This is an optimization exercise on Yosys and OpenROAD, whose aim is small area, not a production implementation.
The RTL was checked by simulation tests, not by an equivalence proof against the original design.
No driver is modelled on the clock port, so clocking that relies on it looks cheaper here than on a real chip.
Power and IR drop assume default switching activity.

Design am2302_decoder, start of the top module:
module am2302_decoder (
    input  wire        clk,
    input  wire        rst_i,
    input  wire        line_i,
    output wire        line_drive_low_o,
    input  wire [31:0] now_ms_i,
    input  wire        reg_we_i,
    input  wire [2:0]  reg_addr_i,
    input  wire [31:0] reg_wdata_i,
    output reg  [31:0] reg_rdata_o,
    output wire        busy_o,
    output wire        done_o
);
    reg [3:0]  st;
    reg [10:0] cnt;
    reg        ge48;
    reg [5:0]  bit_idx;
    reg [39:0] frame;
    reg [31:0] last_ms;
    reg        attempted;
    reg [14:0] hum;
    reg [15:0] temp;
    reg        valid;
    reg [3:0]  result;
    reg        done;
    reg        cmd_err;
    reg        raw_v;
    reg [15:0] raw_hum;
    reg [15:0] raw_temp;
    reg [7:0]  raw_ck;
    integer i;
    reg [7:0] ck_s1, ck_c1, ck_s2, ck_c2, calc_ck;
    reg       ck_cy;
    always @(*) begin
        ck_s1 = raw_hum[15:8] ^ raw_hum[7:0] ^ raw_temp[15:8];
        ck_c1 = {(raw_hum[14:8] & raw_hum[6:0]) | (raw_hum[14:8] & raw_temp[14:8]) |
                 (raw_hum[6:0] & raw_temp[14:8]), 1'b0};
        ck_s2 = ck_s1 ^ ck_c1 ^ raw_temp[7:0];
        ck_c2 = {(ck_s1[6:0] & ck_c1[6:0]) | (ck_s1[6:0] & raw_temp[6:0]) |
                 (ck_c1[6:0] & raw_temp[6:0]), 1'b0};
        ck_cy = 1'b0;
        for (i = 0; i < 8; i = i + 1) begin
            calc_ck[i] = ck_s2[i] ^ ck_c2[i] ^ ck_cy;
            ck_cy = (ck_s2[i] & ck_c2[i]) | (ck_s2[i] & ck_cy) | (ck_c2[i] & ck_cy);
        end
    end
    wire s_ready = (st == 4'd0);
    wire s_rate  = ~st[3] & ~st[2] & ~st[1] & st[0];
    wire s_idle  = ~st[2] & st[1] & ~st[0];
    wire s_start = ~st[2] & st[1] & st[0];
    wire s_ackl  = st[2] & ~st[1] & ~st[0];
    wire s_ackh  = st[2] & ~st[1] & st[0];
    wire s_sync  = st[2] & st[1] & ~st[0];
    wire s_high  = st[2] & st[1] & st[0];
    assign line_drive_low_o = s_start;
    assign busy_o           = ~s_ready;
    assign done_o           = done;
    always @(*) begin
        case (reg_addr_i)
            3'd1:    reg_rdata_o = {10'b0, bit_idx, st, result, 3'b0,
                                    attempted, cmd_err, valid, done, busy_o};
  ...
Size in the first run: ~170 flip-flops.
export LEC_CHECK = 0
export CAP_MARGIN = 0
export CORE_MARGIN = 2
export CORE_UTILIZATION = 65
export CTS_BUF_LIST = sky130_fd_sc_hd__clkbuf_8
export SLEW_MARGIN = 0
create_clock -name core_clock -period 10.0 [get_ports {clk}]
standard.sh (not shown) runs the stock make flow with config.mk's settings and CLKGATE_MAP_FILE= SYNTH_SCRIPT=/design/flow/synth_recipe.tcl, a recipe that flattens the netlist after the stock synthesis.
==> flow/flow/run.sh <==
#!/bin/bash
# The standard layout (standard.sh), with two changes:
#  * ABC maps the synthesized logic with flow/area.abc (an area-oriented
#    script) instead of ORFS's script; everything else in synthesis,
#    including the registers, is the standard flow's own synthesis script unchanged;
#  * the port buffers are made from the smallest buffer cell (buf_1).
# Each tool's output goes to the ORFS logs; make's output to flow.log.
set -euo pipefail
HERE=$(pwd)
ABC_SCRIPT="$HERE/flow/area.abc"
{
  head -n 1 synth_recipe.tcl
  echo "proc abc {args} { set i [lsearch \$args -script]; lset args [expr {\$i + 1}] $ABC_SCRIPT; yosys abc {*}\$args }"
  tail -n +2 synth_recipe.tcl
} > my_synth.tcl
sed "s#SYNTH_SCRIPT=[^ ]*#SYNTH_SCRIPT=$HERE/my_synth.tcl#" standard.sh > my_standard.sh
export BUFFER_PORTS_ARGS="-buffer_cell sky130_fd_sc_hd__buf_1"
bash my_standard.sh > flow.log 2>&1
==> flow/flow/area.abc <==
strash
dc2
&get -n
&dch -f
&nf -a -p -R 1000
&put
The baseline passed the timing, design-rule and antenna checks.
Edit:
--- a/flow/config.mk
+++ b/flow/config.mk
@@ -9,3 +9,3 @@
 export CORE_MARGIN = 2
-export CORE_UTILIZATION = 65
+export CORE_UTILIZATION = 40
 export CTS_BUF_LIST = sky130_fd_sc_hd__clkbuf_8
What happened:
- The new run went through all stages and came out clean
- global-route usage shrinks by 10 points
- total power went up by a few percent
- combinational power went up by a few percent
- count of clock-buffer cells in the layout does not change
- core utilization drops by 28 points
- cell area rose by a few percent
- via count falls slightly
- non-clock buffer count climbs by 5
- wire length goes up by a few percent
- critical path depth came out higher by 7
Edit:
--- a/flow/config.mk
+++ b/flow/config.mk
@@ -7,3 +7,3 @@
 export LEC_CHECK = 0
-export CAP_MARGIN = 0
+export CAP_MARGIN = 20
 export CORE_MARGIN = 2
@@ -11,2 +11,2 @@
 export CTS_BUF_LIST = sky130_fd_sc_hd__clkbuf_8
-export SLEW_MARGIN = 0
+export SLEW_MARGIN = 20
The new run finished clean.
Global-route usage stays the same.
Setup slack gains 0.0040 ns.
Flip-flop and latch count does not change.
First-iteration DRC count went down by 9.3%.

* * *

Another version of the RTL of am2302_decoder (not shown whole).
Size: ~110 I/O pins, about 7800 sq um of cells after synthesis.
clock: 10.0 ns
lec_check: 0
cap_margin: 0
core_margin: 2
core_utilization: 55
cts_buf_list: sky130_fd_sc_hd__clkbuf_8
slew_margin: 0
==> flow/flow/run.sh <==
#!/bin/bash
# The standard layout (standard.sh), with these changes:
#  * ABC maps the synthesized logic with flow/area.abc (deep AIG
#    optimization for 45 s, then area-oriented mapping)
#    instead of ORFS's script; everything else in synthesis,
#    including the registers, is the standard flow's own synthesis script unchanged;
#  * the port buffers are made from the smallest buffer cell (buf_1).
#  * CTS uses a clkbuf_16 root, clkbuf_4 leaves and no dummy loads; after
#    CTS, flow/post_cts.tcl makes each leaf buffer with over 10 sinks a
#    clkbuf_8 (clock-pin slew);
# Each tool's output goes to the ORFS logs; make's output to flow.log.
set -euo pipefail
HERE=$(pwd)
ABC_SCRIPT="$HERE/flow/area.abc"
{
  head -n 1 synth_recipe.tcl
  echo "proc abc {args} { set i [lsearch \$args -script]; lset args [expr {\$i + 1}] $ABC_SCRIPT; yosys abc {*}\$args }"
  tail -n +2 synth_recipe.tcl
} > my_synth.tcl
sed "s#SYNTH_SCRIPT=[^ ]*#SYNTH_SCRIPT=$HERE/my_synth.tcl#" standard.sh > my_standard.sh
export BUFFER_PORTS_ARGS="-buffer_cell sky130_fd_sc_hd__buf_1"
# clock tree: a strong root buffer feeding small leaf buffers, no dummy loads
export CTS_ARGS="-sink_clustering_enable -repair_clock_nets -root_buf sky130_fd_sc_hd__clkbuf_16 -buf_list sky130_fd_sc_hd__clkbuf_4 -dont_use_dummy_load -sink_clustering_size 10 -sink_clustering_max_diameter 60"
export POST_CTS_TCL="$HERE/flow/post_cts.tcl"
bash my_standard.sh > flow.log 2>&1
==> flow/flow/area.abc <==
strash
&get -n
&deepsyn -T 45
&put
&get -n
&dch -f
&nf -a -p -R 1000
&put
==> flow/flow/post_cts.tcl <==
# After CTS: a leaf clock buffer (clkbuf_4) that drives many flip-flops
# would give their clock pins too slow a slew, so make it a clkbuf_8.
set n_up 0
foreach inst [[ord::get_db_block] getInsts] {
  if { [[$inst getMaster] getName] ne "sky130_fd_sc_hd__clkbuf_4" } { continue }
  set net [[$inst findITerm X] getNet]
  if { $net eq "NULL" } { continue }
  set sinks [expr { [llength [$net getITerms]] - 1 }]
  if { $sinks > 10 } {
    replace_cell [get_cells [$inst getName]] sky130_fd_sc_hd__clkbuf_8
    incr n_up
  }
}
puts "post_cts: upsized $n_up leaf clock buffers to clkbuf_8"
if { $n_up > 0 } {
  detailed_placement
  check_placement -verbose
}
Edit:
==> flow/flow/run.sh (replaced) <==
#!/bin/bash
# The standard layout (standard.sh), with two changes:
#  * ABC maps the synthesized logic with flow/area.abc (an area-oriented
#    script) instead of ORFS's script; everything else in synthesis,
#    including the registers, is the standard flow's own synthesis script unchanged;
#  * the port buffers are made from the smallest buffer cell (buf_1).
# Each tool's output goes to the ORFS logs; make's output to flow.log.
set -euo pipefail
HERE=$(pwd)
ABC_SCRIPT="$HERE/flow/area.abc"
{
  head -n 1 synth_recipe.tcl
  echo "proc abc {args} { set i [lsearch \$args -script]; lset args [expr {\$i + 1}] $ABC_SCRIPT; yosys abc {*}\$args }"
  tail -n +2 synth_recipe.tcl
} > my_synth.tcl
sed "s#SYNTH_SCRIPT=[^ ]*#SYNTH_SCRIPT=$HERE/my_synth.tcl#" standard.sh > my_standard.sh
export BUFFER_PORTS_ARGS="-buffer_cell sky130_fd_sc_hd__buf_1"
bash my_standard.sh > flow.log 2>&1
==> flow/flow/area.abc (replaced) <==
strash
dc2
&get -n
&dch -f
&nf -a -p -R 1000
&put
--- a/flow/config.mk
+++ b/flow/config.mk
@@ -10 +10 @@
-export CORE_UTILIZATION = 55
+export CORE_UTILIZATION = 65
removed: flow/flow/post_cts.tcl
What happened: Hold slack gets better by 6.3 ps; global-route usage increases by 3.7 points; area after synthesis increases by a few percent; final area increases by a few percent; first-iteration DRC count increases by about a fifth; sequential share of layout area decreases by 1.6 points.
Edit:
--- a/flow/flow/run.sh
+++ b/flow/flow/run.sh
@@ -2 +2 @@
-# The standard layout (standard.sh), with two changes:
+# The standard layout (standard.sh), with these changes:
@@ -6,0 +7,3 @@
+#  * CTS uses a clkbuf_16 root, clkbuf_4 leaves and no dummy loads; after
+#    CTS, flow/post_cts.tcl makes each leaf buffer with over 10 sinks a
+#    clkbuf_8 (clock-pin slew);
@@ -17,0 +21,3 @@
+# clock tree: a strong root buffer feeding small leaf buffers, no dummy loads
+export CTS_ARGS="-sink_clustering_enable -repair_clock_nets -root_buf sky130_fd_sc_hd__clkbuf_16 -buf_list sky130_fd_sc_hd__clkbuf_4 -dont_use_dummy_load -sink_clustering_size 10 -sink_clustering_max_diameter 60"
+export POST_CTS_TCL="$HERE/flow/post_cts.tcl"
==> flow/flow/post_cts.tcl (new file) <==
# After CTS: a leaf clock buffer (clkbuf_4) that drives many flip-flops
# would give their clock pins too slow a slew, so make it a clkbuf_8.
set n_up 0
foreach inst [[ord::get_db_block] getInsts] {
  if { [[$inst getMaster] getName] ne "sky130_fd_sc_hd__clkbuf_4" } { continue }
  set net [[$inst findITerm X] getNet]
  if { $net eq "NULL" } { continue }
  set sinks [expr { [llength [$net getITerms]] - 1 }]
  if { $sinks > 10 } {
    replace_cell [get_cells [$inst getName]] sky130_fd_sc_hd__clkbuf_8
    incr n_up
  }
}
puts "post_cts: upsized $n_up leaf clock buffers to clkbuf_8"
if { $n_up > 0 } {
  detailed_placement
  check_placement -verbose
}
--- a/flow/config.mk
+++ b/flow/config.mk
@@ -10 +10 @@
-export CORE_UTILIZATION = 65
+export CORE_UTILIZATION = 80
Outcome: The new run completed with no timing, DRC or antenna violations. Worst hold slack barely changes. Global-route usage went up by 11 points. Cell area goes down by 1.8%. Setup slack gets worse by 39 ps.
Edit:
--- a/flow/config.mk
+++ b/flow/config.mk
@@ -10 +10 @@
-export CORE_UTILIZATION = 80
+export CORE_UTILIZATION = 65
After rerunning:
- sequential cell count is unchanged
- non-clock buffer count shrinks by 2
- sequential share of layout area stays flat
- combinational power went down by about 5%
- final area hardly moves
- power drops by 1.6%

* * *

Starting RTL as in the previous note.
## am2302_decoder
module am2302_decoder (
    input  wire        clk,
    input  wire        rst_i,
    input  wire        line_i,
    output wire        line_drive_low_o,
    input  wire [31:0] now_ms_i,
    input  wire        reg_we_i,
    input  wire [2:0]  reg_addr_i,
    input  wire [31:0] reg_wdata_i,
    output reg  [31:0] reg_rdata_o,
    output wire        busy_o,
    output wire        done_o
);
Settings: LEC_CHECK=0, CAP_MARGIN=0, CORE_MARGIN=2, CORE_UTILIZATION=62, CTS_BUF_LIST=sky130_fd_sc_hd__clkbuf_8, SLEW_MARGIN=0; clock period 10.0 ns.
==> flow/flow/run.sh <==
#!/bin/bash
# The standard layout (standard.sh), with these changes:
#  * ABC maps the synthesized logic with flow/area.abc (deep AIG
#    optimization for 45 s, then area-oriented mapping)
#    instead of ORFS's script; everything else in synthesis,
#    including the registers, is the standard flow's own synthesis script unchanged;
#  * the port buffers are made from the smallest buffer cell (buf_1).
#  * CTS uses a clkbuf_16 root, clkbuf_4 leaves and no dummy loads; after
#    CTS, flow/post_cts.tcl makes each leaf buffer with over 10 sinks a
#    clkbuf_8 (clock-pin slew);
# Each tool's output goes to the ORFS logs; make's output to flow.log.
set -euo pipefail
HERE=$(pwd)
ABC_SCRIPT="$HERE/flow/area.abc"
{
  head -n 1 synth_recipe.tcl
  echo "proc abc {args} { set i [lsearch \$args -script]; lset args [expr {\$i + 1}] $ABC_SCRIPT; yosys abc {*}\$args }"
  tail -n +2 synth_recipe.tcl
} > my_synth.tcl
sed "s#SYNTH_SCRIPT=[^ ]*#SYNTH_SCRIPT=$HERE/my_synth.tcl#" standard.sh > my_standard.sh
export BUFFER_PORTS_ARGS="-buffer_cell sky130_fd_sc_hd__buf_1"
# clock tree: a strong root buffer feeding small leaf buffers, no dummy loads
export CTS_ARGS="-sink_clustering_enable -repair_clock_nets -root_buf sky130_fd_sc_hd__clkbuf_16 -buf_list sky130_fd_sc_hd__clkbuf_4 -dont_use_dummy_load -sink_clustering_size 10 -sink_clustering_max_diameter 60"
export POST_CTS_TCL="$HERE/flow/post_cts.tcl"
bash my_standard.sh > flow.log 2>&1
==> flow/flow/area.abc <==
strash
&get -n
&deepsyn -T 45
&put
&get -n
&dch -f
&nf -a -p -R 1000
&put
==> flow/flow/post_cts.tcl <==
# After CTS: a leaf clock buffer (clkbuf_4) that drives many flip-flops
# would give their clock pins too slow a slew, so make it a clkbuf_8.
set n_up 0
foreach inst [[ord::get_db_block] getInsts] {
  if { [[$inst getMaster] getName] ne "sky130_fd_sc_hd__clkbuf_4" } { continue }
  set net [[$inst findITerm X] getNet]
  if { $net eq "NULL" } { continue }
  set sinks [expr { [llength [$net getITerms]] - 1 }]
  if { $sinks > 10 } {
    replace_cell [get_cells [$inst getName]] sky130_fd_sc_hd__clkbuf_8
    incr n_up
  }
}
puts "post_cts: upsized $n_up leaf clock buffers to clkbuf_8"
if { $n_up > 0 } {
  detailed_placement
  check_placement -verbose
}
==> next run, changes <==
--- a/flow/flow/run.sh
+++ b/flow/flow/run.sh
@@ -4 +4 @@
-#    optimization for 45 s, then area-oriented mapping)
+#    optimization for 45 s, then area-oriented mapping, twice)
@@ -8 +8 @@
-#  * CTS uses a clkbuf_16 root, clkbuf_4 leaves and no dummy loads; after
+#  * CTS uses a clkbuf_8 root, clkbuf_4 leaves and no dummy loads; after
@@ -23 +23 @@
-export CTS_ARGS="-sink_clustering_enable -repair_clock_nets -root_buf sky130_fd_sc_hd__clkbuf_16 -buf_list sky130_fd_sc_hd__clkbuf_4 -dont_use_dummy_load -sink_clustering_size 10 -sink_clustering_max_diameter 60"
+export CTS_ARGS="-sink_clustering_enable -repair_clock_nets -root_buf sky130_fd_sc_hd__clkbuf_8 -buf_list sky130_fd_sc_hd__clkbuf_4 -dont_use_dummy_load -sink_clustering_size 10 -sink_clustering_max_diameter 60"
--- a/flow/flow/area.abc
+++ b/flow/flow/area.abc
@@ -8,0 +9,6 @@
+mfs2
+strash
+&get -n
+&dch -f
+&nf -a -p -R 1000
+&put
CORE_UTILIZATION = 60   (was 62)
=> The new run finished with timing, DRC and antenna clean; setup slack got worse by 0.091 ns; power increases by 0.77%; fmax decreases by 1.1%; final cell count went up by 1.8%.

==> separate check: timing with driven ports <==
Ports are ideal in the flow. The routed layouts listed here were re-timed in OpenROAD.
Step 1 assumes that a clkbuf_16 drives the clock port and a buf_2 every other input.
Step 2, shift: input delay + t, output delay - t, t = (earliest + latest rising clock arrival at the registers) / 2. This alone moves slack from input paths to output paths.
a / b / c = no drivers / after step 1 / after step 2; a / b = the first two.
run	t (ns)	slack for setup (ns)	worst setup path after step 2	worst slew at a driven data input, ns	cell pins on the clock port's net
the first run of note 1	0.496	0.713 / 0.719 / 0.223	input to register	0.05	1
the second run of note 1	0.490	0.610 / 0.621 / 0.131	input to register	0.04	1
the third run of note 1	0.491	0.614 / 0.622 / 0.131	input to register	0.04	1
the first run of note 2	0.411	2.105 / 2.115 / 1.704	input to register	0.04	1
the second run of note 2	0.491	0.597 / 0.608 / 0.117	input to register	0.04	1
the third run of note 2	0.411	0.557 / 0.566 / 0.155	input to register	0.04	1
the fourth run of note 2	0.405	0.626 / 0.645 / 0.240	input to register	0.04	1
the first run of note 3	0.407	1.946 / 1.955 / 1.548	input to register	0.04	1
the second run of note 3	0.464	1.854 / 1.861 / 1.397	input to register	0.04	1
After both steps setup and hold are still met in every run listed. The setup slack of the first run of note 1, which loses most, moves by +0.006 ns with the drivers and by -0.490 ns with both steps.
